Source: an optimization exercise on an open RTL-to-GDS flow (aim: small area, a short achievable clock period and few clock cycles). Production flows keep margins and buffers that such runs may drop. Only simulation tests tie the RTL to the original design; equivalence was not proved. No activity file was given, so power comes from the tool's default toggle rates.

[flow/design.v]
module lfo_ptab (
    input  wire        row,
    input  wire [9:0]  col,
    output reg  [26:0] t1,       
    output reg  [25:0] t2,       
    output wire        c         
);
    reg [31:0] cw;
    always @(*) begin
        case ({row, col[9:5]})
            6'd0: t1 = 27'd80000000;
            6'd1: t1 = 27'd69267401;
            6'd2: t1 = 27'd59974660;
            6'd3: t1 = 27'd51928611;
            6'd4: t1 = 27'd44961999;
            6'd5: t1 = 27'd38930010;
            6'd6: t1 = 27'd33707257;
            6'd7: t1 = 27'd29185176;
            6'd8: t1 = 27'd25269766;
            6'd9: t1 = 27'd21879638;
            6'd10: t1 = 27'd18944321;
            6'd11: t1 = 27'd16402798;
            6'd12: t1 = 27'd14202240;
            6'd13: t1 = 27'd12296903;
            6'd14: t1 = 27'd10647182;
            6'd15: t1 = 27'd9218782;
            6'd16: t1 = 27'd7982014;
            6'd17: t1 = 27'd6911167;
            6'd18: t1 = 27'd5983982;
            6'd19: t1 = 27'd5181186;
            6'd20: t1 = 27'd4486091;
            6'd21: t1 = 27'd3884248;
            6'd22: t1 = 27'd3363147;
            6'd23: t1 = 27'd2911956;
            6'd24: t1 = 27'd2521295;
            6'd25: t1 = 27'd2183045;
            6'd26: t1 = 27'd1890173;
            6'd27: t1 = 27'd1636592;
            6'd28: t1 = 27'd1417031;
            6'd29: t1 = 27'd1226926;
            6'd30: t1 = 27'd1062324;
            6'd31: t1 = 27'd919806;
            6'd32: t1 = 27'd80000;
            6'd33: t1 = 27'd69753;
            6'd34: t1 = 27'd60818;
            6'd35: t1 = 27'd53027;
            6'd36: t1 = 27'd46235;
            6'd37: t1 = 27'd40313;
            6'd38: t1 = 27'd35149;
            6'd39: t1 = 27'd30647;
            6'd40: t1 = 27'd26721;
            6'd41: t1 = 27'd23298;
            6'd42: t1 = 27'd20314;
            6'd43: t1 = 27'd17712;
            6'd44: t1 = 27'd15443;
            6'd45: t1 = 27'd13465;
            6'd46: t1 = 27'd11740;
            6'd47: t1 = 27'd10236;
            6'd48: t1 = 27'd8925;
            6'd49: t1 = 27'd7782;
            6'd50: t1 = 27'd6785;
            6'd51: t1 = 27'd5916;
            6'd52: t1 = 27'd5158;
            6'd53: t1 = 27'd4497;
            6'd54: t1 = 27'd3921;
            6'd55: t1 = 27'd3419;
            6'd56: t1 = 27'd2981;
            6'd57: t1 = 27'd2599;
            6'd58: t1 = 27'd2266;
            6'd59: t1 = 27'd1976;
            6'd60: t1 = 27'd1723;
            6'd61: t1 = 27'd1502;
            6'd62: t1 = 27'd1310;
            6'd63: t1 = 27'd1142;
            default: t1 = 27'd0;
        endcase
        case ({row, col[4:0]})
            6'd0: t2 = 26'd16777216;
            6'd1: t2 = 26'd16701861;
            6'd2: t2 = 26'd16626844;
            6'd3: t2 = 26'd16552164;
            6'd4: t2 = 26'd16477820;
            6'd5: t2 = 26'd16403810;
            6'd6: t2 = 26'd16330132;
            6'd7: t2 = 26'd16256785;
            6'd8: t2 = 26'd16183767;
            6'd9: t2 = 26'd16111078;
            6'd10: t2 = 26'd16038714;
            6'd11: t2 = 26'd15966676;
            6'd12: t2 = 26'd15894962;
            6'd13: t2 = 26'd15823569;
            6'd14: t2 = 26'd15752497;
            6'd15: t2 = 26'd15681745;
            6'd16: t2 = 26'd15611310;
            6'd17: t2 = 26'd15541192;
            6'd18: t2 = 26'd15471388;
            6'd19: t2 = 26'd15401898;
            6'd20: t2 = 26'd15332720;
            6'd21: t2 = 26'd15263853;
            6'd22: t2 = 26'd15195295;
            6'd23: t2 = 26'd15127045;
            6'd24: t2 = 26'd15059102;
            6'd25: t2 = 26'd14991464;
            6'd26: t2 = 26'd14924129;
            6'd27: t2 = 26'd14857097;
            6'd28: t2 = 26'd14790367;
            6'd29: t2 = 26'd14723935;
            6'd30: t2 = 26'd14657803;
            6'd31: t2 = 26'd14591967;
            6'd32: t2 = 26'd65536;
            6'd33: t2 = 26'd65256;
            6'd34: t2 = 26'd64977;
            6'd35: t2 = 26'd64699;
            6'd36: t2 = 26'd64423;
            6'd37: t2 = 26'd64147;
            6'd38: t2 = 26'd63873;
            6'd39: t2 = 26'd63600;
            6'd40: t2 = 26'd63328;
            6'd41: t2 = 26'd63058;
            6'd42: t2 = 26'd62788;
            6'd43: t2 = 26'd62520;
            6'd44: t2 = 26'd62252;
            6'd45: t2 = 26'd61986;
            6'd46: t2 = 26'd61721;
            6'd47: t2 = 26'd61458;
            6'd48: t2 = 26'd61195;
            6'd49: t2 = 26'd60933;
            6'd50: t2 = 26'd60673;
            6'd51: t2 = 26'd60414;
            6'd52: t2 = 26'd60155;
            6'd53: t2 = 26'd59898;
            6'd54: t2 = 26'd59642;
            6'd55: t2 = 26'd59387;
            6'd56: t2 = 26'd59133;
            6'd57: t2 = 26'd58881;
            6'd58: t2 = 26'd58629;
            6'd59: t2 = 26'd58378;
            6'd60: t2 = 26'd58129;
            6'd61: t2 = 26'd57880;
            6'd62: t2 = 26'd57633;
            6'd63: t2 = 26'd57387;
            default: t2 = 26'd0;
        endcase
        case ({row, col[9:5]})
            6'd0: cw = 32'h2df5c18e;
            6'd1: cw = 32'h4d9cecec;
            6'd2: cw = 32'h0cf46dce;
            6'd3: cw = 32'h27716d09;
            6'd4: cw = 32'h0e7a7477;
            6'd5: cw = 32'h2cd5742a;
            6'd6: cw = 32'h27f44dbc;
            6'd7: cw = 32'hae5f7c1a;
            6'd8: cw = 32'hffe57feb;
            6'd9: cw = 32'h04fd8859;
            6'd10: cw = 32'h35857c48;
            6'd11: cw = 32'h0f93ea55;
            6'd12: cw = 32'h6f9cfd56;
            6'd13: cw = 32'h8ff08aff;
            6'd14: cw = 32'h800c0918;
            6'd15: cw = 32'hdea032af;
            6'd16: cw = 32'h674489da;
            6'd17: cw = 32'h25e56f3d;
            6'd18: cw = 32'hbca905f1;
            6'd19: cw = 32'he481a707;
            6'd20: cw = 32'h1e6c9b9d;
            6'd21: cw = 32'h7dfd44c6;
            6'd22: cw = 32'he5afbcb5;
            6'd23: cw = 32'h94a9f098;
            6'd24: cw = 32'hefdccb6b;
            6'd25: cw = 32'h4a3496d6;
            6'd26: cw = 32'h0c971ee6;
            6'd27: cw = 32'h4e5f827c;
            6'd28: cw = 32'h3ad61f9f;
            6'd29: cw = 32'h19434ffa;
            6'd30: cw = 32'hff3fe5dc;
            6'd31: cw = 32'h2790a05a;
            6'd32: cw = 32'h399c724a;
            6'd33: cw = 32'h89402b62;
            6'd34: cw = 32'hc9823c44;
            6'd35: cw = 32'h1fcbbe3d;
            6'd36: cw = 32'h67127a21;
            6'd37: cw = 32'h63d14520;
            6'd38: cw = 32'hebd05e82;
            6'd39: cw = 32'h7afaf109;
            6'd40: cw = 32'heb359afa;
            6'd41: cw = 32'h054170d7;
            6'd42: cw = 32'h0a7e4c6a;
            6'd43: cw = 32'h20cb0350;
            6'd44: cw = 32'ha7f2a7e5;
            6'd45: cw = 32'h9832b3e6;
            6'd46: cw = 32'h06ab1c6c;
            6'd47: cw = 32'h99f19530;
            6'd48: cw = 32'haace0e6a;
            6'd49: cw = 32'hd2d30f0c;
            6'd50: cw = 32'h5959c00c;
            6'd51: cw = 32'h5270fc32;
            6'd52: cw = 32'h7ffe3257;
            6'd53: cw = 32'hedb55a6e;
            6'd54: cw = 32'h373c003c;
            6'd55: cw = 32'h66dad5a9;
            6'd56: cw = 32'h8e07f81c;
            6'd57: cw = 32'haaad6dbb;
            6'd58: cw = 32'h1e7764b5;
            6'd59: cw = 32'h87e0003e;
            6'd60: cw = 32'h4924cc63;
            6'd61: cw = 32'had55556b;
            6'd62: cw = 32'h8c9924b4;
            6'd63: cw = 32'h83e1c719;
            default: cw = 32'd0;
        endcase
    end
    assign c = cw[col[4:0]];
endmodule
module lfo_divider (
    input  wire        clk,
    input  wire        load,
    input  wire [20:0] rem_in,
    input  wire [27:0] dvd_in,
    input  wire [20:0] dvs_in,
    input  wire [22:0] dvs3_in,
    input  wire        run,
    input  wire        set_q,         
    input  wire [27:0] q_in,
    input  wire        load3,         
    output reg  [20:0] rem,
    output reg  [27:0] dvd,
    output wire [27:0] dvd_nx,        
    output wire [22:0] dvs3_q
);
    reg [20:0] dvs;
    reg [22:0] dvs3;
    wire [22:0] r4 = {rem, dvd[27:26]};
    wire [23:0] t1, t2, t3;
    lfo_add #(.W(24)) u_t1 (.a({1'b0, r4}), .b(~{3'b0, dvs}),       .cin(1'b1), .s(t1), .cout());
    lfo_add #(.W(24)) u_t2 (.a({1'b0, r4}), .b(~{2'b0, dvs, 1'b0}), .cin(1'b1), .s(t2), .cout());
    lfo_add #(.W(24)) u_t3 (.a({1'b0, r4}), .b(~{1'b0, dvs3}),      .cin(1'b1), .s(t3), .cout());
    assign dvs3_q = dvs3;
    assign dvd_nx = {dvd[25:0], !t3[23] ? 2'd3 : !t2[23] ? 2'd2 : !t1[23] ? 2'd1 : 2'd0};
    always @(posedge clk) begin
        if (load3) dvs3 <= dvs3_in;
        if (load) begin
            rem  <= rem_in;
            dvd  <= dvd_in;
            dvs  <= dvs_in;
            dvs3 <= dvs3_in;
        end else if (set_q) begin
            dvd  <= q_in;
        end else if (run) begin
            if (!t3[23]) begin
                rem <= t3[20:0];
                dvd <= {dvd[25:0], 2'd3};
            end else if (!t2[23]) begin
                rem <= t2[20:0];
                dvd <= {dvd[25:0], 2'd2};
            end else if (!t1[23]) begin
                rem <= t1[20:0];
                dvd <= {dvd[25:0], 2'd1};
            end else begin
                rem <= r4[20:0];
                dvd <= {dvd[25:0], 2'd0};
            end
        end
    end
endmodule
module lfo_add #(
    parameter W = 32
) (
    input  wire [W-1:0] a,
    input  wire [W-1:0] b,
    input  wire         cin,
    output wire [W-1:0] s,
    output wire         cout
);
    function integer levels;             
        input integer n;
        integer j;
        begin
            levels = 0;
            for (j = 1; j < n; j = j * 2)
                levels = levels + 1;
        end
    endfunction
    localparam L = levels(W + 1);
    wire [W:0] g [0:L];
    wire [W:0] p [0:L];
    assign g[0] = {a & b, cin};
    assign p[0] = {a ^ b, 1'b0};
    genvar k, i;
    generate
        for (k = 0; k < L; k = k + 1) begin : lvl
            for (i = 0; i <= W; i = i + 1) begin : bitk
                if ((i >> k) & 1) begin : comb
                    localparam integer J = ((i >> k) << k) - 1;
                    assign g[k+1][i] = g[k][i] | (p[k][i] & g[k][J]);
                    assign p[k+1][i] = p[k][i] & p[k][J];
                end else begin : pass
                    assign g[k+1][i] = g[k][i];
                    assign p[k+1][i] = p[k][i];
                end
            end
        end
    endgenerate
    assign s    = p[0][W:1] ^ g[L][W-1:0];
    assign cout = g[L][W];
endmodule
module lamb_lfo (
    input  wire        clk,
    input  wire        rst,           
    input  wire        cmd_valid,
    input  wire [7:0]  cmd,
    output reg         cmd_ready,
    input  wire [1:0]  sw_raw,
    input  wire [31:0] now_ms,
    input  wire        clk_active,
    input  wire [31:0] clk_period,
    input  wire [9:0]  knob_freq,
    input  wire [9:0]  knob_duty,
    output reg  [11:0] sample_q,
    output reg         sample_wr,
    output wire        range_ind,
    output reg         range_evt
);
    localparam [27:0] S_RES         = 28'd268369920;   
    localparam [28:0] S_RES2        = 29'd536739840;   
    localparam [11:0] OUT_RES       = 12'd4095;
    localparam [9:0]  ADC_MAX       = 10'd1023;
    localparam [24:0] LOW_SLOWEST   = 25'd20000000;
    localparam [24:0] HIGH_FASTEST  = 25'd250;
    localparam [31:0] CROSSOVER     = 32'd90000;
    localparam [31:0] MIN_CLK_PER   = 32'd1000;
    localparam [9:0]  DUTY_MIN      = 10'd102;
    localparam [9:0]  DUTY_MAX      = 10'd920;
    localparam [9:0]  RESET_DUTY    = 10'd511;
    localparam [9:0]  EDGE_DEADZONE = 10'd4;
    localparam [31:0] DEBOUNCE_MS   = 32'd50;
    localparam [27:0] RESET_INC     = 28'd268;         
    function [9:0] snap;
        input [9:0] k;
        begin
            if (k <= EDGE_DEADZONE)                snap = 10'd0;
            else if (k >= ADC_MAX - EDGE_DEADZONE) snap = ADC_MAX;
            else                                   snap = k;
        end
    endfunction
    reg        iv;
    reg [7:0]  ic;
    reg [1:0]  isw;
    reg [31:0] inow;
    reg        iext;              
    reg        icgt, iclt;        
    reg [31:0] icp;
    reg [9:0]  ikf, ikd;          
    always @(posedge clk) begin
        iv   <= cmd_valid && cmd_ready && !rst;
        ic   <= cmd;
        isw  <= sw_raw;
        inow <= now_ms;
        iext <= clk_active && (clk_period > MIN_CLK_PER);
        icgt <= clk_period > CROSSOVER;
        iclt <= clk_period < CROSSOVER;
        icp  <= clk_period;
        ikf  <= snap(knob_freq);
        ikd  <= snap(knob_duty);
    end
    wire op_tick  = iv && (ic == 8'h10);
    wire op_rstph = iv && (ic == 8'h20);
    wire op_swchk = iv && (ic[7:1] == 7'b0011000);
    wire op_rauto = iv && (ic == 8'h40);
    wire op_pcalc = iv && (ic == 8'h50);
    wire op_commit= iv && (ic == 8'h60);
    reg [27:0] phase;
    reg        rising;
    reg        sp_tri, sp_pulse, sp_prev, sp_rst;    
    reg [27:0] inc0, inc1;
    reg        stage_valid;
    reg        high_range;
    reg        tri_sel;
    reg        rs_prev_clocked;
    reg [9:0]  last_freq, last_duty;
    reg        last_range, last_clocked;
    reg [31:0] last_clkper;
    reg        pc_force;
    reg [1:0]  sw_stable, sw_last_raw;
    reg [31:0] sw_last_change0, sw_last_change1;
    reg        range_ind_q;       
    reg        rev;               
    assign range_ind = range_ind_q;
    localparam [28:0] NEG_S = 29'h20000000 - {1'b0, S_RES};       
    wire [28:0] up_s, up_r, dn_s, dn_r, top_t;
    lfo_add #(.W(29)) u_ups (.a({1'b0, phase}), .b({1'b0, inc0}), .cin(1'b0), .s(up_s), .cout());
    wire [28:0] ur_x = S_RES2 ^ ~{1'b0, phase} ^ ~{1'b0, inc0};
    wire [28:0] ur_c = (S_RES2 & ~{1'b0, phase}) | (S_RES2 & ~{1'b0, inc0}) | (~{1'b0, phase} & ~{1'b0, inc0});
    lfo_add #(.W(29)) u_upr (.a(ur_x), .b({ur_c[27:0], 1'b1}), .cin(1'b1), .s(up_r), .cout());
    wire [28:0] tt_x = {1'b0, phase} ^ {1'b0, inc0} ^ NEG_S;
    wire [28:0] tt_c = ({1'b0, phase} & {1'b0, inc0}) | ({1'b0, phase} & NEG_S) | ({1'b0, inc0} & NEG_S);
    lfo_add #(.W(29)) u_top (.a(tt_x), .b({tt_c[27:0], 1'b0}), .cin(1'b0), .s(top_t), .cout());
    wire        top_hit = !top_t[28];
    wire        top_bot = (phase == S_RES) && (inc0 == S_RES);   
    lfo_add #(.W(29)) u_dns (.a({1'b0, phase}), .b(~{1'b0, inc1}), .cin(1'b1), .s(dn_s), .cout());
    lfo_add #(.W(29)) u_dnr (.a({1'b0, inc1}), .b(~{1'b0, phase}), .cin(1'b1), .s(dn_r), .cout());
    wire        bot_hit = !dn_r[28];                             
    wire [27:0] p_new  = rising ? (top_hit ? up_r[27:0] : up_s[27:0])
                                : (bot_hit ? dn_r[27:0] : dn_s[27:0]);
    wire        r_new  = rising ? (!top_hit || top_bot) : bot_hit;
    wire        sw_s      = ic[0];
    wire        sw_raw_s  = isw[sw_s];
    wire        sw_moved  = sw_raw_s != sw_last_raw[sw_s];
    wire [31:0] sw_lc     = sw_s ? sw_last_change1 : sw_last_change0;
    wire [6:0]  sw_lo     = {1'b0, inow[5:0]} - {1'b0, sw_lc[5:0]};
    wire [25:0] sw_hx     = inow[31:6] ^ sw_lc[31:6];
    reg  [25:0] sw_inc;    
    integer     swi;
    always @(*) begin
        sw_inc[0] = 1'b1;
        for (swi = 1; swi < 26; swi = swi + 1)
            sw_inc[swi] = sw_inc[swi-1] & sw_lc[5+swi];
    end
    wire        sw_hi_ok  = sw_lo[6] ? (sw_hx == sw_inc) : (sw_hx == 26'd0);
    wire        sw_recent = sw_hi_ok && (sw_lo[5:0] < DEBOUNCE_MS[5:0]);
    wire        sw_fire   = !sw_moved && !sw_recent && (sw_raw_s != sw_stable[sw_s]);
    wire [10:0] f_d   = {1'b0, ikf} - {1'b0, last_freq};
    wire [10:0] d_d   = {1'b0, ikd} - {1'b0, last_duty};
    wire        f_big = f_d[10] ? (f_d < 11'h7fe) : (f_d > 11'd2);    
    wire        d_big = d_d[10] ? (d_d < 11'h7fe) : (d_d > 11'd2);
    wire        pc_changed = pc_force || f_big || d_big
                         || (high_range != last_range) || (iext != last_clocked)
                         || (iext && (icp != last_clkper));
    localparam [3:0] S_IDLE = 4'd0,  S_P1 = 4'd1,   S_P1X = 4'd2,  S_ROMM = 4'd3,
                     S_CMUL = 4'd4,  S_CDIV = 4'd5, S_PF = 4'd6,   S_XMUL = 4'd7,
                     S_NCHK = 4'd8,  S_AMUL = 4'd9, S_NDIV = 4'd10, S_N1A = 4'd11,
                     S_N1B = 4'd12,  S_SLOAD = 4'd13, S_SDIV = 4'd14, S_P1R = 4'd15;
    reg [3:0]  st;
    reg [3:0]  cntA, cntB;
    reg [9:0]  dv_r;
    reg [3:0]  coef_r;
    reg        lower_r;
    reg        pf_div;
    reg        ovf_r;
    reg        corr_r;
    reg [4:0]  sk_r;
    wire       per_small = ~|M[24:16];                   
    wire       x_ovf     = !per_small && (|dA_rem[14:12]);    
    wire       sdiv_last = (st == S_SDIV) && (cntA == 4'd1);
    wire       pc_exec   = (st == S_IDLE) || sdiv_last;
    wire [9:0] dvc = (last_duty < DUTY_MIN) ? DUTY_MIN :
                     (last_duty > DUTY_MAX) ? DUTY_MAX : last_duty;
    wire [26:0] t1;
    wire [25:0] t2;
    wire        tc;
    lfo_ptab u_ptab (.row(last_range), .col(last_freq), .t1(t1), .t2(t2), .c(tc));
    function [4:0] idx60;
        input [9:0] f;
        integer j;
        begin
            idx60 = 5'd0;
            for (j = 1; j <= 16; j = j + 1)
                if (f >= 60 * j) idx60 = j;
        end
    endfunction
    wire [4:0]  c_idx    = idx60(last_freq);
    wire [4:0]  c_coef_w = (c_idx >= 5'd8) ? (c_idx - 5'd7) : (5'd9 - c_idx);
    wire cp_big = |last_clkper[31:25];        
    wire c_big  = |last_clkper[31:28];        
    function [24:0] clamp_per;
        input [28:0] p;
        begin
            if (p < HIGH_FASTEST)     clamp_per = HIGH_FASTEST;
            else if (p > LOW_SLOWEST) clamp_per = LOW_SLOWEST;
            else                      clamp_per = p[24:0];
        end
    endfunction
    reg  [26:0] M;
    reg  [28:0] acc;
    reg  [25:0] mq;
    reg  [3:0]  mcnt;
    function [2:0] bdec;
        input [2:0] y;       
        begin
            bdec = {y[2], (y == 3'b100) || (y == 3'b011), (y == 3'b000) || (y == 3'b111)};
        end
    endfunction
    reg         b_neg, b_two, b_zero;
    wire [28:0] b_mag = b_zero ? 29'd0 : (b_two ? {1'b0, M, 1'b0} : {2'b0, M});
    wire [30:0] b_sum;
    lfo_add #(.W(31)) u_mul (.a({{2{acc[28]}}, acc}), .b({{2{b_neg}}, (b_neg ? ~b_mag : b_mag)}),
                             .cin(b_neg), .s(b_sum), .cout());
    wire [28:0] acc_n = b_sum[30:2];
    wire [34:0] prod6 = {acc_n[22:0], b_sum[1:0], mq[25:16]};
    reg  [15:0] fold1;
    reg         fold_c;
    reg  [14:0] a_r;
    wire [10:0] fold2 = {5'd0, fold1[15:10]} + {1'b0, fold1[9:0]};
    reg         dA_load, dB_load;
    reg  [20:0] dA_rem_in, dB_rem_in, dA_dvs_in, dB_dvs_in;
    reg  [22:0] dA_dvs3_in, dB_dvs3_in;
    reg  [27:0] dA_dvd_in, dB_dvd_in;
    reg         dB_load3;
    wire [27:0] dA_nx, dB_nx;
    wire [22:0] dB_dvs3;
    wire [20:0] dA_rem, dB_rem;
    wire [27:0] dA_dvd, dB_dvd;
    lfo_divider u_da (.clk(clk), .load(dA_load), .rem_in(dA_rem_in), .dvd_in(dA_dvd_in),
                      .dvs_in(dA_dvs_in), .dvs3_in(dA_dvs3_in), .run(cntA != 4'd0),
                      .set_q(1'b0), .q_in(28'd0), .load3(1'b0), .rem(dA_rem), .dvd(dA_dvd),
                      .dvd_nx(dA_nx), .dvs3_q());
    lfo_divider u_db (.clk(clk), .load(dB_load), .rem_in(dB_rem_in), .dvd_in(dB_dvd_in),
                      .dvs_in(dB_dvs_in), .dvs3_in(dB_dvs3_in), .run(cntB != 4'd0),
                      .set_q(1'b0), .q_in(28'd0), .load3(dB_load3), .rem(dB_rem), .dvd(dB_dvd),
                      .dvd_nx(dB_nx), .dvs3_q(dB_dvs3));
    wire [3:0]  p_r  = dB_rem[13:10];
    reg  [13:0] r0_lim;           
    always @(*) begin
        case (p_r)
            4'd0: r0_lim = 14'd1022;
            4'd1: r0_lim = 14'd2045;
            4'd2: r0_lim = 14'd3068;
            4'd3: r0_lim = 14'd4091;
            4'd4: r0_lim = 14'd5114;
            4'd5: r0_lim = 14'd6137;
            4'd6: r0_lim = 14'd7160;
            4'd7: r0_lim = 14'd8183;
            4'd8: r0_lim = 14'd9206;
            default: r0_lim = 14'd10229;
        endcase
    end
    reg  [13:0] r0_lim_r;         
    reg  [3:0]  p_r_r;
    wire        n_corr = ovf_r ? (p_r_r < dA_rem[13:10]) : (dA_rem[13:0] > r0_lim_r);
    wire [21:0] n1_v;
    lfo_add #(.W(22)) u_n1 (.a(dB_dvd[21:0]), .b(~dA_dvd[21:0]), .cin(!corr_r), .s(n1_v), .cout());
    wire [22:0] p3;
    lfo_add #(.W(23)) u_p3 (.a({1'b0, dB_dvd[20:0], 1'b0}), .b({2'b0, dB_dvd[20:0]}), .cin(1'b0), .s(p3), .cout());
    wire [22:0] t3_a = dB_dvs3;
    wire [22:0] t3_b = ~{2'b0, dA_dvd[20:0]};
    wire [22:0] t3_c = ~{1'b0, dA_dvd[20:0], 1'b0};
    wire [22:0] t3_s1 = t3_a ^ t3_b ^ t3_c;
    wire [22:0] t3_c1 = {(t3_a[21:0] & t3_b[21:0]) | (t3_a[21:0] & t3_c[21:0]) | (t3_b[21:0] & t3_c[21:0]), 1'b1};
    wire [22:0] p3n;                                        
    lfo_add #(.W(23)) u_p3n (.a(t3_s1), .b(t3_c1), .cin(1'b1), .s(p3n), .cout());
    wire [22:0] n1x3;                                       
    lfo_add #(.W(23)) u_n13 (.a(dB_dvs3), .b(corr_r ? 23'h7ffffd : 23'd0), .cin(1'b0), .s(n1x3), .cout());
    function [4:0] bitlen22;
        input [21:0] v;
        integer j;
        begin
            bitlen22 = 5'd0;
            for (j = 0; j < 22; j = j + 1)
                if (v[j]) bitlen22 = j + 1;
        end
    endfunction
    wire [4:0]  blP  = bitlen22(dB_dvd[21:0]);
    wire [4:0]  skv  = (blP > 5'd5) ? (blP - 5'd5) : 5'd0;
    wire [55:0] s_sh = {28'd0, S_RES} << sk_r;
    always @(*) begin
        dA_load = 1'b0; dB_load = 1'b0; dB_load3 = 1'b0;
        dA_rem_in = 21'd0; dA_dvd_in = 28'd0; dA_dvs_in = 21'd10230; dA_dvs3_in = 23'd30690;
        dB_rem_in = 21'd0; dB_dvd_in = 28'd0; dB_dvs_in = 21'd10240; dB_dvs3_in = 23'd30720;
        case (st)
            S_P1X: begin                     
                dA_load    = !lower_r && !c_big;
                dA_rem_in  = 21'd0;
                dA_dvd_in  = last_clkper[27:0];
                dA_dvs_in  = {17'd0, coef_r};
                dA_dvs3_in = {18'd0, coef_r, 1'b0} + {19'd0, coef_r};
            end
            S_XMUL: begin
                dB_load    = (mcnt == 4'd6);
                dB_rem_in  = {8'd0, M[24:12]};
                dB_dvd_in  = {M[11:0], 16'd0};
                dA_load    = (mcnt == 4'd1);
                dA_rem_in  = per_small ? {9'd0, prod6[25:14]} : {6'd0, prod6[34:20]};
                dA_dvd_in  = per_small ? {prod6[13:0], 14'd0} : {prod6[19:0], 8'd0};
            end
            S_AMUL: begin                    
                dA_load    = (mcnt == 4'd1);
                dA_rem_in  = {8'd0, prod6[24:12]};
                dA_dvd_in  = {prod6[11:0], 16'd0};
                dA_dvs_in  = 21'd10240;
                dA_dvs3_in = 23'd30720;
            end
            S_NDIV: begin                    
                dB_load3   = (cntB == 4'd0);
                dB_dvs3_in = p3;
            end
            S_N1A: begin                     
                dB_load3   = 1'b1;
                dB_dvs3_in = p3n;
            end
            S_SLOAD: begin
                dA_load    = 1'b1;
                dB_load    = 1'b1;
                dA_rem_in  = s_sh[48:28];
                dB_rem_in  = s_sh[48:28];
                dA_dvd_in  = s_sh[27:0];
                dB_dvd_in  = s_sh[27:0];
                dA_dvs_in  = dA_dvd[20:0];
                dB_dvs_in  = n1_v[20:0];
                dA_dvs3_in = {1'b0, dA_dvd[20:0], 1'b0} + {2'b0, dA_dvd[20:0]};
                dB_dvs3_in = n1x3;
            end
            default: ;
        endcase
    end
    always @(posedge clk) begin
        rev = 1'b0;
        if (rst) begin
            phase           <= 28'd0;
            rising          <= 1'b1;
            inc0            <= RESET_INC;
            inc1            <= RESET_INC;
            stage_valid     <= 1'b0;
            high_range      <= 1'b0;
            range_ind_q     <= 1'b0;
            tri_sel         <= 1'b0;
            sample_q        <= OUT_RES;
            sample_wr       <= 1'b0;
            range_evt       <= 1'b0;
            rs_prev_clocked <= 1'b0;
            last_freq       <= 10'd0;
            last_duty       <= RESET_DUTY;
            last_range      <= 1'b0;
            last_clocked    <= 1'b0;
            last_clkper     <= 32'd0;
            pc_force        <= 1'b1;
            sw_stable       <= 2'b00;
            sw_last_raw     <= 2'b00;
            sw_last_change0 <= 32'd0;
            sw_last_change1 <= 32'd0;
            st              <= S_IDLE;
            cntA            <= 4'd0;
            cntB            <= 4'd0;
            mcnt            <= 4'd0;
            cmd_ready       <= 1'b1;
            sp_tri          <= 1'b0;
            sp_pulse        <= 1'b0;
            sp_rst          <= 1'b0;
        end else begin
            sample_wr <= 1'b0;
            if (sp_tri) begin
                sample_q  <= phase[27:16];
                sample_wr <= 1'b1;
            end else if (sp_pulse && (rising != sp_prev)) begin
                sample_q  <= rising ? OUT_RES : 12'd0;
                sample_wr <= 1'b1;
            end else if (sp_rst) begin
                sample_q  <= OUT_RES;
                sample_wr <= 1'b1;
            end
            sp_tri   <= 1'b0;
            sp_pulse <= 1'b0;
            sp_rst   <= 1'b0;
            if (op_tick) begin
                phase    <= p_new;
                rising   <= r_new;
                sp_tri   <= tri_sel;
                sp_pulse <= !tri_sel;
                sp_prev  <= rising;
            end
            if (op_rstph) begin
                phase  <= 28'd0;
                rising <= 1'b1;
                sp_rst <= !tri_sel && !rising;
            end
            if (op_swchk) begin
                if (sw_moved) begin
                    if (sw_s) sw_last_change1 <= inow;
                    else      sw_last_change0 <= inow;
                    sw_last_raw[sw_s] <= sw_raw_s;
                end
                if (sw_fire) begin
                    sw_stable[sw_s] <= sw_raw_s;
                    if (sw_s == 1'b0) begin
                        if (!iext && (high_range != sw_raw_s)) begin
                            high_range <= sw_raw_s;
                            rev         = 1'b1;
                        end
                    end else begin
                        tri_sel <= sw_raw_s;
                    end
                end
            end
            if (op_rauto) begin
                if (iext) begin
                    if (icgt && high_range) begin
                        high_range <= 1'b0;
                        rev         = 1'b1;
                    end else if (iclt && !high_range) begin
                        high_range <= 1'b1;
                        rev         = 1'b1;
                    end
                end else if (rs_prev_clocked && (high_range != sw_stable[0])) begin
                    high_range <= sw_stable[0];
                    rev         = 1'b1;
                end
                rs_prev_clocked <= iext;
            end
            if (cntA != 4'd0) cntA <= cntA - 4'd1;
            if (cntB != 4'd0) cntB <= cntB - 4'd1;
            if (mcnt != 4'd0) begin
                acc   <= acc_n;
                mq    <= {b_sum[1:0], mq[25:2]};
                {b_neg, b_two, b_zero} <= bdec(mq[3:1]);
                mcnt  <= mcnt - 4'd1;
            end
            fold1  <= {1'b0, M[24:10]} + {6'd0, M[9:0]};
            fold_c <= fold2 >= 11'd1023;
            a_r    <= M[24:10] + {9'd0, fold1[15:10]} + {14'd0, fold_c};
            cmd_ready <= 1'b0;
            case (st)
                S_IDLE: cmd_ready <= 1'b1;
                S_P1: begin
                    dv_r    <= dvc;
                    coef_r  <= c_coef_w[3:0];
                    lower_r <= last_freq < 10'd512;
                    if (!last_clocked) begin
                        M    <= t1;
                        mq   <= t2;
                        {b_neg, b_two, b_zero} <= bdec({t2[1:0], 1'b0});
                        acc  <= last_range ? {10'd0, tc, 18'd0} : {2'd0, tc, 26'd0};
                        mcnt <= last_range ? 4'd9 : 4'd13;
                        st   <= S_ROMM;
                    end else begin
                        st   <= S_P1X;
                    end
                end
                S_P1X: begin
                    if (lower_r ? cp_big : c_big) begin
                        M    <= {2'd0, LOW_SLOWEST};
                        acc  <= 29'd0;
                        mq   <= {16'd0, dv_r};
                        {b_neg, b_two, b_zero} <= bdec({dv_r[1:0], 1'b0});
                        mcnt <= 4'd6;
                        st   <= S_XMUL;
                    end else if (lower_r) begin
                        M      <= {2'd0, last_clkper[24:0]};
                        mq     <= {22'd0, coef_r};
                        {b_neg, b_two, b_zero} <= bdec({coef_r[1:0], 1'b0});
                        acc    <= 29'd0;
                        mcnt   <= 4'd3;
                        pf_div <= 1'b0;
                        st     <= S_CMUL;
                    end else begin
                        cntA   <= 4'd14;
                        pf_div <= 1'b1;
                        st     <= S_CDIV;
                    end
                end
                S_ROMM: begin
                    if (mcnt == 4'd1) begin
                        M     <= acc_n[26:0];
                        acc   <= 29'd0;
                        mq    <= {16'd0, dv_r};
                        {b_neg, b_two, b_zero} <= bdec({dv_r[1:0], 1'b0});
                        mcnt  <= 4'd6;
                        st    <= S_XMUL;
                    end
                end
                S_CMUL: if (mcnt == 4'd1) st <= S_PF;
                S_CDIV: if (cntA == 4'd1) st <= S_PF;
                S_PF: begin
                    M     <= {2'd0, clamp_per(pf_div ? {1'd0, dA_dvd} : {acc[22:0], mq[25:20]})};
                    acc   <= 29'd0;
                    mq    <= {16'd0, dv_r};
                        {b_neg, b_two, b_zero} <= bdec({dv_r[1:0], 1'b0});
                    mcnt  <= 4'd6;
                    st    <= S_XMUL;
                end
                S_XMUL: begin
                    if (mcnt == 4'd6) cntB <= 4'd11;
                    if (mcnt == 4'd1) begin
                        cntA <= per_small ? 4'd7 : 4'd10;
                        st   <= S_NCHK;
                    end
                end
                S_NCHK: begin
                    ovf_r <= x_ovf;
                    if (x_ovf) begin
                        M     <= {12'd0, a_r};
                        acc   <= 29'd0;
                        mq    <= {16'd0, dv_r};
                        {b_neg, b_two, b_zero} <= bdec({dv_r[1:0], 1'b0});
                        mcnt  <= 4'd6;
                        st    <= S_AMUL;
                    end else begin
                        st    <= S_NDIV;
                    end
                end
                S_AMUL: begin
                    if (mcnt == 4'd1) begin
                        cntA <= 4'd11;
                        st   <= S_NDIV;
                    end
                end
                S_NDIV: begin
                    r0_lim_r <= r0_lim;
                    p_r_r    <= p_r;
                    if (cntA <= 4'd1 && cntB == 4'd0) st <= S_N1A;
                end
                S_N1A: begin
                    corr_r <= n_corr;
                    sk_r   <= {skv[4:1], 1'b0};
                    st     <= S_SLOAD;
                end
                S_SLOAD: begin
                    cntA <= 4'd14 - sk_r[4:1];
                    cntB <= 4'd14 - sk_r[4:1];
                    st   <= S_SDIV;
                end
                S_SDIV: begin
                    if (cntA <= 4'd3) cmd_ready <= 1'b1;
                    if (cntA == 4'd1) begin
                        stage_valid <= 1'b1;
                        st          <= S_IDLE;
                    end
                end
                default: st <= S_IDLE;
            endcase
            if (pc_exec && op_pcalc && pc_changed) begin
                if (pc_force || f_big) last_freq <= ikf;
                if (pc_force || d_big) last_duty <= ikd;
                last_range   <= high_range;
                last_clocked <= iext;
                if (iext) last_clkper <= icp;
                pc_force     <= 1'b0;
                st           <= S_P1;
                cmd_ready    <= 1'b0;
            end
            range_evt   <= rev;
            range_ind_q <= range_ind_q ^ rev;
            if (op_commit) begin
                if (sdiv_last) begin
                    inc0        <= dA_nx;
                    inc1        <= dB_nx;
                    stage_valid <= 1'b0;
                end else if (stage_valid) begin
                    inc0        <= dA_dvd;
                    inc1        <= dB_dvd;
                    stage_valid <= 1'b0;
                end
            end
            if (cmd_valid && cmd_ready && (cmd == 8'h50)) cmd_ready <= 1'b0;
        end
    end
endmodule
[flow/flow/run.sh]
#!/bin/bash
# Layout flow: the standard ORFS layout (standard.sh, standard synthesis unchanged), with
# repair_timing asked to keep 8 ns of setup slack at the design's 12 ns clock, so that the
# resizer also works on paths that already meet 12 ns. Constraints and clock are the design's.
# The make output goes to standard.log; ORFS keeps each step's full log under orfs/logs/.
set -euo pipefail
bash standard.sh SETUP_SLACK_MARGIN=8 finish > standard.log 2>&1
[flow/standard.sh]
#!/bin/bash
# synth_recipe.tcl (not shown) runs the flow's synth.tcl, then flattens the netlist and writes it again
# the make line also repeats each setting of config.mk as NAME=value (left out here)
make -C /OpenROAD-flow-scripts/flow DESIGN_CONFIG=/design/flow/config.mk WORK_HOME=/design/flow/orfs CLKGATE_MAP_FILE= SYNTH_SCRIPT=/design/flow/synth_recipe.tcl "${@:-finish}"
[flow/config.mk]
export PLATFORM = sky130hd
export DESIGN_NAME = lamb_lfo
export DESIGN_NICKNAME = lamb_lfo
export VERILOG_FILES = /design/flow/design.v
export SDC_FILE = /design/flow/constraint.sdc
export NUM_CORES = 4
export LEC_CHECK = 0
export CAP_MARGIN = 20
export CORE_MARGIN = 2
export CORE_UTILIZATION = 55
export PLACE_DENSITY = 0.65
export SLEW_MARGIN = 20
export SYNTH_MEMORY_MAX_BITS = 65536
[flow/constraint.sdc]
create_clock -name core_clock -period 12.0 [get_ports {clk}]
set_input_delay 2.4000 -clock core_clock [delete_from_list [all_inputs] [get_ports {clk}]]
set_output_delay 2.4000 -clock core_clock [all_outputs]
set_load 0.01 [all_outputs]
==> results_dict.tcl, run 1 <==
set metrics [dict create \
    syn2layout_area_growth_pct 14.6 \
    crit_arrival_ns 4.44 \
    drv_slew 0 \
    end_kind "flop" \
    ios 114 \
    grt_remaining_overflow 0 \
    crit_required_ns 12.41 \
    ys_ff_latch 679 \
    worstSetupStartpoint "b_two" \
    synth_warnings 9 \
    skew_ns 0.0568 \
    max_cap_viol_count 0 \
    antenna_found_initial 7 \
    worstHoldStart "sw_last_change0[30]" \
    wl_per_cell_um 25.8 \
    worst_slew_pin_slew_ns 1.24 \
    vias 54700 \
    maxSlewHeadroom_pct 15.0 \
    row_count 118 \
    hold_viol 0 \
    yosysSeqAreaShare_pct 29.3 \
    coreArea_um2 104000 \
    clkTransAtPathRegs_ns 0.06 \
    fin_area_um2 66200 \
    fillers 9009 \
    fin_crit_ns 4.04 \
    rsz0062_at_grt "true" \
    firstDrtPassIters 9 \
    dieArea_um2 108000 \
    io_buffers 113 \
    synthArstFlopShare_pct 0 \
    syn_area_per_cell_um2 8.48 \
    worstPathMaxFanout 6 \
    grt_max_degree 95 \
    fp.dieH_um 328 \
    powerDensity_nw_per_um2 226 \
    drcViolationCount 0 \
    cts_buffer_depth 3 \
    first_iter_violations 6737 \
    drive_gt1_share_pct 10.9 \
    cts-buffers-inserted 81 \
    ctsHoldBuffers 0 \
    worstPathCellList "buf_6 -> buf_12 -> mux2i_1 -> nor2_1 -> xor2_1 -> ha_1 -> a21o_1 -> a31o_4 -> a211oi_4 -> buf_6 -> a21oi_4 -> o31ai_4 -> buf_4 -> o22ai_4 -> or2_4 -> a31oi_4 -> xnor2_2 -> mux2i_1 -> o21ai_1" \
    ys.flop_type "dfxtp_1" \
    hp-class "reg2reg" \
    cp_slowest_cell "edfxtp_1" \
    place_area_um2 60000 \
    worstSetupPathType "reg2reg" \
    peakVddDrop_mv 0.198 \
    max_stage_delay_ns 0.38 \
    grt_pass1_vias 51200 \
    layout_common_cells "638 x nor2_1, 620 x nand2_1, 557 x ha_1" \
    final_common_cell "nor2_1" \
    ant_nets 0 \
    track_usage_pct 38.4 \
    clock_latency_ns 0.70 \
    final_nets 7682 \
    syn-num-nets 7588 \
    setup_viol 0 \
    totalWireLength_um 216000 \
    synth_edf_count 334 \
    run_status "complete, no violations" \
    synth_area_um2 57800 \
    p_leak_uw 0.0261 \
    cts_tree "built" \
    cp-start-kind "flop" \
    setup-tns-final_ns 0 \
    vias_per_cell 6.55 \
    fmax_ghz 0.248 \
    min_period_over_period_pct 33.7 \
    grt_pass1_wl_um 318000 \
    rr_startpoint "b_two" \
    cts.sinks 679 \
    cts_max_level 3 \
    die_w_um 328 \
    yosysUniqueCellTypes 103 \
    place.gp.congestion 1.04 \
    finalPower_uw 14900 \
    syn_inst 6811 \
    start_util_pct 55.7 \
    dpl.hpwl_um 156000 \
    cts_root_buffer "clkbuf_16" \
]
==> sequential cells by signal, summed over array words and instances (netlist names), 23 cells and up, named ones only <==
| register | count |
|---|---|
| inow | 32 |
| icp | 32 |
| sw_last_change1 | 32 |
| phase | 28 |
| mq | 25 |
| M | 27 |
| u_db.dvs3 | 23 |
| u_db.dvd | 28 |
| inc0 | 28 |
| u_da.dvs3 | 23 |
| last_clkper | 32 |
| acc | 29 |
| sw_last_change0 | 32 |
| inc1 | 28 |
| u_da.dvd | 28 |
==> metrics by stage <==
| step | utilization, % | hold WS, ns | instances | setup WS [ns] |
|---|---|---|---|---|
| floorplan | - | 0.431 | 6811 | 8.01 |
| global placement | 57.8 | 0.437 | 8016 | 7.16 |
| detailed placement | 57.8 | 0.443 | 8017 | 7.06 |
| CTS | 61.9 | 0.452 | 8251 | 7.98 |
| global route | 63.8 | 0.463 | 8354 | 7.78 |
| finish | 63.8 | 0.452 | 8357 | 7.96 |
==> layout make-up <==
cell class | instances | area, um2 | share of cell area [%]
multi-input cells | 5340 | 39400 | 59.5
well taps | 1380 | 1730 | 2.61
inverters | 420 | 1640 | 2.48
diodes | 5 | 12.5 | 0.0189
clock buffers | 102 | 2210 | 3.33
repair buffers | 383 | 3650 | 5.51
clock inverters | 48 | 584 | 0.883
flip-flops and latches | 679 | 17000 | 25.7
==> final timing paths <==
check | to | slack (ns) | cells after the start
max reg2reg | acc[26] | 7.96 | 19
min | sw_last_change0[30] | 0.45 | 2
max | acc[26] | 7.96 | 19
min reg2reg | sw_last_change0[30] | 0.45 | 2
==> synthesized netlist by cell type, types with 128 or more instances <==
| master | n | share of area, % |
|---|---|---|
| nor2_1 | 658 | 4.3 |
| nand2_1 | 625 | 4.1 |
| ha_1 | 581 | 13 |
| a21oi_1 | 541 | 4.7 |
| o21ai_0 | 426 | 3.7 |
| inv_1 | 415 | 2.7 |
| dfxtp_1 | 345 | 12 |
| edfxtp_1 | 334 | 17 |
| clkbuf_1 | 308 | 2.0 |
| mux2i_1 | 238 | 4.1 |
| xnor2_1 | 206 | 3.1 |
| xor2_1 | 183 | 2.8 |
| nor3_1 | 151 | 1.3 |
| a211oi_1 | 129 | 1.7 |
| nand3_1 | 128 | 1.1 |
==> critical path: cells and delay by family, from the launching register on <==
kind,cells,cell delay [ns]
flip-flops,1,0.38
AO/OA/AOI/OAI,8,1.42
multiplexers,2,0.31
XOR/XNOR,2,0.27
AND/OR/NAND/NOR,2,0.36
adder cells (fa/ha/maj),1,0.38
buffers and inverters,4,0.63
==> cell families after synthesis <==
logic type	share of synthesized area [%]
AOI/OAI and AO/OA	22.2
adders and majority gates	16.0
muxes	5.46
xor gates and xnor gates	5.90
DFF	29.3
buffers and inverters	5.26
and+or+nand+nor	15.9
==> layer usage <==
metal | track usage, % | wire (um)
met5 | 0.444 | 51
met4 | 21.3 | 13500
met3 | 8.01 | 20800
met2 | 59.7 | 95700
met1 | 49.8 | 85800
==> what timing repair did <==
item / 4_1_cts / 5_1_grt
setup endpoints to repair: 273 / 177
pin swaps: 34 / 93
cloned: 6 / 7
buffers inserted: 78 / 93
gates resized for setup: 188 / 214
==> power breakdown <==
group	switching (uW)	internal, uW	total, uW
clock network	1110	1480	2580
registers	600	3050	3650
logic	5020	3680	8700
total	6730	8220	14900
Testbench counts, summed over its fixed seeds: cycles 154,460.
==> inputs of run 2 (changes only) <==
--- a/flow/config.mk
+++ b/flow/config.mk
@@ -7,7 +7,7 @@
 export LEC_CHECK = 0
 export CAP_MARGIN = 20
 export CORE_MARGIN = 2
-export CORE_UTILIZATION = 55
-export PLACE_DENSITY = 0.65
+export CORE_UTILIZATION = 65
+export PLACE_DENSITY = 0.75
 export SLEW_MARGIN = 20
 export SYNTH_MEMORY_MAX_BITS = 65536
==> run 2 against run 1 <==
  * Still clean on timing, DRC and antenna
  * Power fell by 0.70%
  * Synthesized area is the same
  * Core utilization is 10 points higher
  * Sequential share of layout area grew 0.27 points
  * Count of clock-buffer cells in the layout fell by 5
  * Combinational power is 2% lower
  * Maximum frequency decreased by 1.6%
  * Design area shrank 1.0%
  * Sequential power is 1% higher
  * Clock power hardly changed
  * Die area down 15%
  * Largest power group unchanged
==> results_dict.tcl, run 2 <==
set metrics [dict create \
    skew_ns 0.0530 \
    io_buffers 113 \
    cts.sinks 679 \
    cts_root_buffer "clkbuf_16" \
    totalWireLength_um 212000 \
    setup-tns-final_ns 0 \
    fp.dieH_um 302 \
    syn2layout_area_growth_pct 13.4 \
    worst_slew_pin_slew_ns 1.23 \
    max_cap_viol_count 0 \
    clock_latency_ns 0.71 \
    first_iter_violations 8091 \
    powerDensity_nw_per_um2 226 \
    fin_crit_ns 4.10 \
    synth_edf_count 334 \
    hp-class "reg2reg" \
    vias 56200 \
    synth_area_leaders "edfxtp_1 17%, ha_1 13%, dfxtp_1 12%, a21oi_1 4.7%, nor2_1 4.3%" \
    row_count 109 \
    final_common_cell "nor2_1" \
    hold_end "sw_last_change0[10]" \
    grt_pass1_wl_um 311000 \
    crit_arrival_ns 4.53 \
    drv_slew 0 \
    cp-start-kind "flop" \
    worstPathMaxFanout 6 \
    worstSetupPathType "reg2reg" \
    utilization_pct 74.3 \
    dp_slack_ns 6.82 \
    final_nets 7666 \
    syn_area_per_cell_um2 8.48 \
    synth_warnings 9 \
    syn-num-nets 7588 \
    yosysUniqueCellTypes 103 \
    fmax_ghz 0.244 \
    grt_max_degree 124 \
    track_usage_pct 44.2 \
    ctsHoldBuffers 0 \
    min_period_over_period_pct 34.2 \
    cts-buffers-inserted 78 \
    ys_ff_latch 679 \
    run_status "complete, no violations" \
    dpl.hpwl_um 149000 \
    setup_viol 0 \
    hold_viol 0 \
    drive_gt1_share_pct 10.5 \
    crit-reg2reg-capture "u_db.dvs3[22]" \
    ys.flop_type "dfxtp_1" \
    ant_nets 0 \
    p_leak_uw 0.0260 \
    wl_per_cell_um 26.1 \
    max_stage_delay_ns 0.76 \
    yosysSeqAreaShare_pct 29.3 \
    vias_per_cell 6.91 \
    cts_max_level 3 \
    peakVddDrop_mv 0.211 \
    yosysTopAreaCell "edfxtp_1" \
    syn_inst 6811 \
    end_kind "flop" \
    maxSlewHeadroom_pct 15.7 \
    antenna_found_initial 10 \
    worst_slack_ns 7.90 \
    start_util_pct 65.5 \
    yosys.area.top_type_share_pct 17.4 \
    rr_startpoint "u_da.dvd[14]" \
    synth_area_um2 57800 \
    worstHoldStart "sw_last_change0[10]" \
    worstPathCellList "clkinvlp_4 -> buf_4 -> fa_1 -> ha_1 -> and2_1 -> o21ai_0 -> o211ai_1 -> a31oi_1 -> nor2b_1 -> nor2_2 -> mux2i_1 -> o21ai_0 -> a211o_1" \
    grt_pass1_vias 52200 \
    die_w_um 302 \
    cp_slowest_cell "edfxtp_1" \
    dieArea_um2 91300 \
    clkTransAtPathRegs_ns 0.06 \
    layout_common_cells "637 x nor2_1, 618 x nand2_1, 557 x ha_1" \
    path_common_cell "o21ai_0" \
    cts_tree "built" \
    post-synth-top-count-cell "nor2_1" \
    ios 114 \
    firstDrtPassIters 15 \
    synthArstFlopShare_pct 0 \
    drcViolationCount 0 \
    cts_buffer_depth 3 \
    place.gp.congestion 1.10 \
    rsz0062_at_grt "true" \
    r2r_cells 13 \
    r2r_slack_ns 7.90 \
    grt_remaining_overflow 0 \
    coreArea_um2 88200 \
    synthTopCellsByCount "658 x nor2_1, 625 x nand2_1, 581 x ha_1, 541 x a21oi_1, 426 x o21ai_0" \
    whs_path_depth 2 \
    crit_required_ns 12.43 \
]
[run 2: critical path: cells and delay by family, from the launching register on]
family	cells	cell delay, ns
muxes	1	0.24
AOI/OAI and AO/OA	5	1.08
buffers and inverters	2	0.52
adders and majority gates	2	0.84
DFF	1	0.76
and+or+nand+nor	3	0.43
[run 2: worst max path at each step]
stage                      to         start  slack [ns]  cells past startpoint
5_1_grt         u_db.dvs3[22]   u_da.dvd[1]        7.86                     15
3_3_place_gp   last_clkper[3]  last_freq[7]        6.92                     13
2_1_floorplan    u_da.rem[11]         b_two        8.01                     17
3_5_place_dp   last_clkper[3]  last_freq[7]        6.82                     13
4_1_cts          u_db.rem[12]  u_db.dvd[27]        7.95                     15
6_report        u_db.dvs3[22]  u_da.dvd[14]        7.90                     13
[run 2: timing repair]
item                                    4_1_cts  5_1_grt
resized for setup                           175      205
buffers inserted                             81       85
pin swaps                                    35       68
endpoints found under the setup margin      388      168
cloned                                        8        5
[run 2: layer usage]
| layer | track usage (%) | vias to the layer above | share of wire (%) |
|---|---|---|---|
| li1 | - | 24900 | - |
| met1 | 56.0 | 26400 | 37 |
| met2 | 67.8 | 3809 | 43 |
| met3 | 10.6 | 1041 | 12 |
| met4 | 28.3 | 6 | 8.0 |
| met5 | 0 | - | 0.017 |
[run 2: layout make-up]
class | instances | area [um2]
multi-input combinational | 5341 | 39200
sequential | 679 | 17000
timing repair buffer | 367 | 3440
clock inverter | 45 | 634
antenna | 7 | 17.5
inverter | 420 | 1640
timing repair inverter | 2 | 10.0
fill | 6423 | 22700
clock buffer | 97 | 2120
tap | 1165 | 1460
[run 2: logic make-up after synthesis]
family | count (synthesis) | share of synthesized area (%)
fa+ha+maj | 679 | 16.0
mux | 284 | 5.46
simple gates | 2006 | 15.9
flops | 679 | 29.3
compound gates | 1979 | 22.2
xor+xnor | 389 | 5.90
buf+inv | 795 | 5.26
[run 2: where the power goes]
part / switching (uW) / internal (uW) / leakage (uW)
Combinational: 5030 / 3530 / 0.0186
Clock: 1120 / 1480 / 0.00132
Sequential: 634 / 3050 / 0.00608
[run 2: through the flow]
stage | power [uW] | cells | area [um2] | hold WS [ns]
after CTS | 13800 | 8026 | 63800 | 0.451
after floorplan | 8540 | 6811 | 57800 | 0.431
after detailed placement | 10600 | 7795 | 59600 | 0.443
after global routing | 15500 | 8120 | 65500 | 0.471
after global placement | 10400 | 7795 | 59600 | 0.437
final | 14800 | 8123 | 65500 | 0.456
==> inputs of run 3 (changes only) <==
==> flow/flow/run.sh (replaced) <==
#!/bin/bash
# Layout flow: the standard ORFS layout (standard.sh, standard synthesis unchanged), with
# repair_timing asked to keep 7.8 ns of setup slack at the design's 12 ns clock, so that the
# resizer also works on paths that already meet 12 ns. Constraints and clock are the design's.
# The make output goes to standard.log; ORFS keeps each step's full log under orfs/logs/.
set -euo pipefail
bash standard.sh SETUP_SLACK_MARGIN=7.8 finish > standard.log 2>&1
--- a/flow/config.mk
+++ b/flow/config.mk
@@ -7,7 +7,7 @@
 export LEC_CHECK = 0
 export CAP_MARGIN = 20
 export CORE_MARGIN = 2
-export CORE_UTILIZATION = 65
-export PLACE_DENSITY = 0.75
+export CORE_UTILIZATION = 55
+export PLACE_DENSITY = 0.65
 export SLEW_MARGIN = 20
 export SYNTH_MEMORY_MAX_BITS = 65536
==> run 3 against run 2 <==
  * Setup slack lost 0.062 ns
  * Synthesized cell count is the same
  * Design area shrank 1.7%
  * Sequential share of layout area grew 0.40 points
  * Core utilization shrank 12 points
  * Non-clock buffer count shrank 87
  * Count of clock-buffer cells in the layout grew 8
  * Maximum frequency shrank 1.5%
  * Critical endpoint is now acc[26]
  * Largest cell class unchanged
  * Highest routed layer unchanged
==> results_dict.tcl, run 3 <==
set metrics [dict create \
    ys_ff_latch 679 \
    fillers 9211 \
    antenna_found_initial 7 \
    post-synth-top-count-cell "nor2_1" \
    grt_pass1_wl_um 316000 \
    place.gp.congestion 1.04 \
    dpl.hpwl_um 156000 \
    p_clk_share_pct 19.1 \
    p_sw_share_pct 45.2 \
    setup_viol 0 \
    hold_end "sw_last_change0[15]" \
    syn_inst 6811 \
    synthTopCellsByCount "658 x nor2_1, 625 x nand2_1, 581 x ha_1, 541 x a21oi_1, 426 x o21ai_0" \
    r2r_slack_ns 7.84 \
    setup-tns-final_ns 0 \
    fmax_ghz 0.240 \
    totalWireLength_um 212000 \
    cts_root_buffer "clkbuf_16" \
    crit-reg2reg-capture "acc[26]" \
    peakVddDrop_mv 0.169 \
    synth_edf_count 334 \
    skew_ns 0.0513 \
    wl_per_cell_um 25.7 \
    run_status "complete, no violations" \
    min_period_over_period_pct 34.7 \
    ios 114 \
    fp.dieH_um 328 \
    p_int_uw 7700 \
    dieArea_um2 108000 \
    yosysUniqueCellTypes 103 \
    vias 53700 \
    worstSetupPathType "reg2reg" \
    hp-class "reg2reg" \
    cts_max_level 3 \
    worstHoldStart "sw_last_change0[15]" \
    crit_required_ns 12.40 \
    worst_slew_pin_slew_ns 1.19 \
    cp-start-kind "flop" \
    synth_area_leaders "edfxtp_1 17%, ha_1 13%, dfxtp_1 12%, a21oi_1 4.7%, nor2_1 4.3%" \
    whs_path_depth 2 \
    drv_slew 0 \
    drive_gt1_share_pct 7.94 \
    rsz0062_at_grt "true" \
    coreArea_um2 104000 \
    synthArstFlopShare_pct 0 \
    start_util_pct 55.7 \
    power_switching_uw 6340 \
    rr_startpoint "last_freq[5]" \
    maxSlewHeadroom_pct 20.2 \
    syn-num-nets 7588 \
    ys.flop_type "dfxtp_1" \
    yosysSeqAreaShare_pct 29.3 \
    fin_crit_ns 4.16 \
    r2r_cells 15 \
    grt_max_degree 117 \
    instances_no_fill 8250 \
    clkTransAtPathRegs_ns 0.06 \
    layout_common_cells "647 x nor2_1, 622 x nand2_1, 571 x ha_1" \
    final_common_cell "nor2_1" \
    vias_per_cell 6.51 \
    powerDensity_nw_per_um2 218 \
    crit_arrival_ns 4.56 \
    cts_tree "built" \
    p_leak_uw 0.0255 \
    hold_viol 0 \
    end_kind "flop" \
    cts.sinks 679 \
    cts-buffers-inserted 79 \
    clock_latency_ns 0.71 \
    max_cap_viol_count 0 \
    final_nets 7576 \
    track_usage_pct 38.2 \
    seqPwrFrac_pct 26.5 \
    grt_pass1_vias 50600 \
    first_iter_violations 6615 \
    grt_remaining_overflow 0 \
    worstPathMaxFanout 15 \
    ant_nets 0 \
    firstDrtPassIters 9 \
    row_count 118 \
    dp_cells 8020 \
    io_buffers 113 \
    drcViolationCount 0 \
    syn2layout_area_growth_pct 11.5 \
    die_w_um 328 \
    synth_warnings 9 \
    cts_buffer_depth 3 \
    combPwrFrac_pct 54.4 \
    yosys.area.top_type_share_pct 17.4 \
    yosysTopAreaCell "edfxtp_1" \
    syn_area_per_cell_um2 8.48 \
    synth_area_um2 57800 \
]
run 3: changes by cell type in the layout (fill, tap and decap cells not counted), sizes merged, moves of 6 or more:
cell	change
dlygate4sd2	-10
buf	-85
clkinvlp	-17
clkdlybuf4s50	+13
inv	+7
clkbuf	+6
run 3: cells by family (layout without fill, tap and decap cells):
family / Yosys count / after routing / synth area share (%)
and+or+nand+nor: 2006 / 2008 / 15.9
AOI/OAI and AO/OA: 1979 / 1979 / 22.2
buffers and inverters: 795 / 846 / 5.26
adders and majority gates: 679 / 679 / 16.0
DFF: 679 / 679 / 29.3
xor gates and xnor gates: 389 / 389 / 5.90
muxes: 284 / 284 / 5.46
other: 0 / 6 / 0
run 3: critical path, cell delays in order (launching register included):
cell	delay, ns
dfxtp_1	0.34
inv_1	0.04
buf_4	0.24
ha_4	0.27
inv_1	0.39
ha_2	0.40
nor2_1	0.06
a311oi_1	0.37
a21oi_1	0.07
mux4_2	0.52
nand2_1	0.08
o21ai_0	0.13
mux4_2	0.48
a22o_1	0.23
nand2_1	0.12
o21ai_0	0.09
run 3: metrics by stage:
step / worst slack, ns / hold WS (ns) / area [um2] / util, % / power (uW)
after floorplan: 7.81 / 0.431 / 57800 / - / 8530
after global placement: 7.24 / 0.437 / 60000 / 57.8 / 10600
after detailed placement: 6.99 / 0.443 / 60000 / 57.8 / 10700
after CTS: 7.78 / 0.450 / 63500 / 61.1 / 13600
after global routing: 7.67 / 0.461 / 64400 / 62.1 / 14800
final: 7.84 / 0.449 / 64400 / 62.1 / 14000
run 3: repair_timing:
action                                  4_1_cts  5_1_grt
cloned                                        1        5
pin swaps                                    11       26
hold buffers                                  0        0
buffers inserted                             26       46
gates resized for setup                      76      118
endpoints found under the setup margin      179      254
run 3: how the worst max path moves through the flow:
stage	start	endpoint
floorplan	last_freq[9]	last_clkper[10]
global placement	last_freq[3]	last_duty[0]
detailed placement	last_freq[3]	last_duty[0]
CTS	b_two	u_da.rem[11]
global route	u_da.dvd[1]	u_db.dvs3[22]
finish	last_freq[5]	acc[26]
run 3: power by group through the flow:
| stage | Sequential [uW] | Clock, uW | Combinational, uW |
|---|---|---|---|
| CTS | 3700 | 2700 | 7190 |
| floorplan | 3410 | 0 | 5130 |
| global placement | 3750 | 0 | 6850 |
| detailed placement | 3750 | 0 | 6950 |
| finish | 3720 | 2680 | 7640 |
| global route | 3740 | 2780 | 8320 |
run 3: final cells by class:
cell class | count | area (um2) | share of cell area, %
inverter | 420 | 1600 | 2.49
multi-input combinational | 5339 | 38600 | 59.9
clock inverter | 41 | 624 | 0.969
antenna | 6 | 15.0 | 0.0233
tap | 1380 | 1730 | 2.68
sequential | 679 | 17000 | 26.3
timing repair buffer | 280 | 2620 | 4.07
clock buffer | 105 | 2260 | 3.50
run 3: layer usage:
layer	wire length, um	global-route usage, %	up-vias
li1	-	-	24700
met1	85200	50.1	25400
met2	92800	58.7	2823
met3	20200	7.82	715
met4	14000	21.4	4
met5	23	0	-
==> inputs of run 4 (changes only) <==
--- a/flow/design.v
+++ b/flow/design.v
@@ -439,6 +439,7 @@
     reg        corr_r;
     reg [4:0]  sk_r;
     wire       per_small = ~|M[24:16];                   
+    wire       per_tiny  = ~|M[24:13];                   
     wire       x_ovf     = !per_small && (|dA_rem[14:12]);    
     wire       sdiv_last = (st == S_SDIV) && (cntA == 4'd1);
     wire       pc_exec   = (st == S_IDLE) || sdiv_last;
@@ -565,11 +566,13 @@
             end
             S_XMUL: begin
                 dB_load    = (mcnt == 4'd6);
-                dB_rem_in  = {8'd0, M[24:12]};
-                dB_dvd_in  = {M[11:0], 16'd0};
+                dB_rem_in  = per_small ? {9'd0, M[15:4]} : {8'd0, M[24:12]};
+                dB_dvd_in  = per_small ? {M[3:0], 24'd0} : {M[11:0], 16'd0};
                 dA_load    = (mcnt == 4'd1);
-                dA_rem_in  = per_small ? {9'd0, prod6[25:14]} : {6'd0, prod6[34:20]};
-                dA_dvd_in  = per_small ? {prod6[13:0], 14'd0} : {prod6[19:0], 8'd0};
+                dA_rem_in  = per_tiny  ? {8'd0, prod6[22:10]} :
+                             per_small ? {9'd0, prod6[25:14]} : {6'd0, prod6[34:20]};
+                dA_dvd_in  = per_tiny  ? {prod6[9:0], 18'd0} :
+                             per_small ? {prod6[13:0], 14'd0} : {prod6[19:0], 8'd0};
             end
             S_AMUL: begin                    
                 dA_load    = (mcnt == 4'd1);
@@ -766,9 +769,9 @@
                     st    <= S_XMUL;
                 end
                 S_XMUL: begin
-                    if (mcnt == 4'd6) cntB <= 4'd11;
+                    if (mcnt == 4'd6) cntB <= per_small ? 4'd7 : 4'd11;
                     if (mcnt == 4'd1) begin
-                        cntA <= per_small ? 4'd7 : 4'd10;
+                        cntA <= per_tiny ? 4'd5 : per_small ? 4'd7 : 4'd10;
                         st   <= S_NCHK;
                     end
                 end
==> run 4 against run 3 <==
  * Still clean on timing, DRC and antenna
  * Die area grew 0.99%
  * Synthesized cell count grew 2.7%
  * Routed wire length grew 3.4%
  * Setup slack lost 0.047 ns
  * Critical path depth shrank 2
  * Synthesized area grew 1.0%
==> results_dict.tcl, run 4 <==
set metrics [dict create \
    worstPathMaxFanout 38 \
    grt_pass1_vias 52500 \
    io_buffers 113 \
    fin_area_um2 64600 \
    min_period_over_period_pct 35.1 \
    post-synth-top-count-cell "nand2_1" \
    track_usage_pct 39.0 \
    antenna_found_initial 11 \
    peakVddDrop_mv 0.181 \
    combPwrFrac_pct 55.9 \
    finalPower_uw 14200 \
    vias_per_cell 6.63 \
    ys.flop_type "dfxtp_1" \
    r2r_slack_ns 7.79 \
    syn2layout_area_growth_pct 10.7 \
    final_nets 7731 \
    vias 55800 \
    layout_common_cells "717 x nand2_1, 671 x nor2_1, 567 x ha_1" \
    p_leak_uw 0.0261 \
    clkTransAtPathRegs_ns 0.06 \
    dpl.hpwl_um 162000 \
    cts-buffers-inserted 80 \
    rsz0062_at_grt "true" \
    grt_pass1_wl_um 325000 \
    yosys.area.top_type_share_pct 17.2 \
    yosysTopAreaCell "edfxtp_1" \
    dp_cells 8203 \
    skew_ns 0.0610 \
    seqPwrFrac_pct 26.0 \
    cts.sinks 679 \
    synth_area_um2 58400 \
    worst_slew_pin_slew_ns 1.24 \
    cp-start-kind "flop" \
    coreArea_um2 105000 \
    crit_required_ns 12.50 \
    drv_slew 0 \
    drcViolationCount 0 \
    setup_viol 0 \
    ant_nets 0 \
    ys_ff_latch 679 \
    wl_per_cell_um 26.1 \
    start_util_pct 55.4 \
    place_area_um2 60600 \
    hold_viol 0 \
    ios 114 \
    synth_area_leaders "edfxtp_1 17%, ha_1 12%, dfxtp_1 12%, a21oi_1 4.9%, nand2_1 4.6%" \
    syn_area_per_cell_um2 8.34 \
    final_common_cell "nand2_1" \
    fmax_ghz 0.237 \
    maxSlewHeadroom_pct 17.1 \
    synthTopCellsByCount "722 x nand2_1, 684 x nor2_1, 580 x ha_1, 568 x a21oi_1, 424 x inv_1" \
    grt_remaining_overflow 0 \
    drive_gt1_share_pct 7.48 \
    instances_no_fill 8421 \
    syn-num-nets 7772 \
    clock_latency_ns 0.70 \
    row_count 119 \
    p_sw_share_pct 46.0 \
    cts_max_level 3 \
    syn_inst 6996 \
    end_kind "flop" \
    fin_crit_ns 4.21 \
    synthArstFlopShare_pct 0 \
    place.gp.congestion 1.02 \
    yosysSeqAreaShare_pct 29.0 \
    dieArea_um2 109000 \
    fp.dieH_um 330 \
    totalWireLength_um 219000 \
    crit_arrival_ns 4.71 \
    powerDensity_nw_per_um2 220 \
    max_cap_viol_count 0 \
    cts_buffer_depth 3 \
    cts_tree "built" \
    worstSetupPathType "reg2reg" \
    setup-tns-final_ns 0 \
    yosysUniqueCellTypes 102 \
    p_clk_share_pct 18.1 \
    grt_max_degree 99 \
    die_w_um 330 \
    p_int_uw 7680 \
    first_iter_violations 6531 \
    hp-class "reg2reg" \
    run_status "complete, no violations" \
    power_switching_uw 6550 \
    ctsHoldBuffers 0 \
    firstDrtPassIters 6 \
    cts_root_buffer "clkbuf_16" \
    synth_warnings 9 \
    synth_edf_count 334 \
]
-- run 4: changes by cell type in the layout (fill, tap and decap cells not counted), moves of 18 or more --
cell      delta
a211oi_1    -32
a21oi_1     +31
a311oi_1    +47
mux2i_1     -47
nand2_1     +95
nor2_1      +24
nor2b_1     -22
nor3_1      +18
o211ai_1    -27
xor2_1      +24
-- run 4: final cells by class --
cell class,instances,area (um2)
antenna,9,22.5
clock buffer,106,2210
clock inverter,42,551
fill,9319,40600
inverter,430,1650
multi-input combinational,5491,39000
sequential,679,17000
tap,1391,1740
timing repair buffer,273,2500
-- run 4: through the flow --
| stage | hold WS [ns] | worst slack, ns | util (%) |
|---|---|---|---|
| 4_1_cts | 0.450 | 7.81 | 60.7 |
| 5_1_grt | 0.469 | 7.65 | 61.4 |
| 6_report | 0.449 | 7.79 | 61.4 |
| 3_5_place_dp | 0.444 | 6.45 | 57.6 |
| 2_1_floorplan | 0.421 | 7.81 | - |
| 3_3_place_gp | 0.434 | 6.62 | 57.6 |
-- run 4: logic make-up after synthesis --
family / share of synthesized area, %
DFF: 29.0
xor gates and xnor gates: 5.96
AOI/OAI and AO/OA: 22.3
adders and majority gates: 15.8
muxes: 4.58
and+or+nand+nor: 16.9
buffers and inverters: 5.38
-- run 4: path summary, 6_finish.rpt --
kind                                          from                  to  depth (start not counted)
worst max-delay path                  last_freq[5]             acc[18]                         13
worst min-delay path            sw_last_change0[3]  sw_last_change0[3]                          2
worst max register to register        last_freq[5]             acc[18]                         13
worst min register to register  sw_last_change0[3]  sw_last_change0[3]                          2
-- run 4: power by group through the flow --
stage	clock [uW]	combinational (uW)	sequential, uW
2_1_floorplan	0	5270	3370
3_3_place_gp	0	7010	3720
3_5_place_dp	0	7150	3720
4_1_cts	2590	7420	3660
5_1_grt	2680	8580	3700
6_report	2580	7950	3690
-- run 4: repair_timing --
item | 4_1_cts | 5_1_grt
gates cloned | 2 | 0
buffers inserted | 24 | 35
pin swaps | 7 | 20
resized for setup | 67 | 98
endpoints found under the setup margin | 151 | 126
-- run 4: layer usage --
layer	global-route usage, %	wire length (um)	up-vias
met5	0	41	-
met4	24.9	16100	6
met3	6.95	21200	841
met2	60.3	96500	3069
met1	50.3	85600	26600
li1	-	-	25300
-- run 4: worst max-delay path, stage by stage, from the launching register on --
cell and delay [ns]:
dfxtp_1 0.34, clkbuf_8 0.33, ha_2 0.32, buf_4 0.27, ha_1 0.65, or3_1 0.20, o21ai_0 0.12, o211ai_1 0.19
o211ai_1 0.12, a2111oi_1 0.73, a22oi_1 0.16, o211ai_1 0.29, nand3_1 0.13, o21ai_0 0.11
Testbench counts of run 4, summed over its fixed seeds: cycles 153,584.

[separate check: timing with driven ports]
The results above use ideal ports. As a check the final layouts listed here were re-extracted and re-timed, cells and wires unchanged. Step 1 (the two cells are an assumption about what drives the block):
set clk [get_ports {clk}]
set_driving_cell -lib_cell sky130_fd_sc_hd__clkbuf_16 $clk
set_driving_cell -lib_cell sky130_fd_sc_hd__buf_2 [delete_from_list [all_inputs] $clk]
Step 2 times the ports against the registers' clock, not the clock port: input delays grow and output delays shrink by t, the midpoint of the rising clock arrivals with the driver on. a / b / c = ideal / step 1 / step 2; a / b = the first two.
run | t, ns | setup WS [ns] | hold WS [ns] | worst slew at a driven data input, ns | pins driven straight from the clock port
run 1 | 0.748 | 7.962 / 7.962 / 7.371 | 0.452 / 0.452 / 0.452 | 0.09 | 1
run 2 | 0.754 | 7.898 / 7.898 / 7.366 | 0.456 / 0.456 / 0.456 | 0.10 | 1
run 3 | 0.757 | 7.835 / 7.790 / 7.148 | 0.449 / 0.449 / 0.449 | 0.09 | 1
run 4 | 0.748 | 7.789 / 7.789 / 7.145 | 0.449 / 0.449 / 0.449 | 0.10 | 1
After both steps every run listed still meets setup and hold. The setup slack of run 3, which loses most, moves by -0.045 ns with the drivers and by -0.687 ns with both steps.
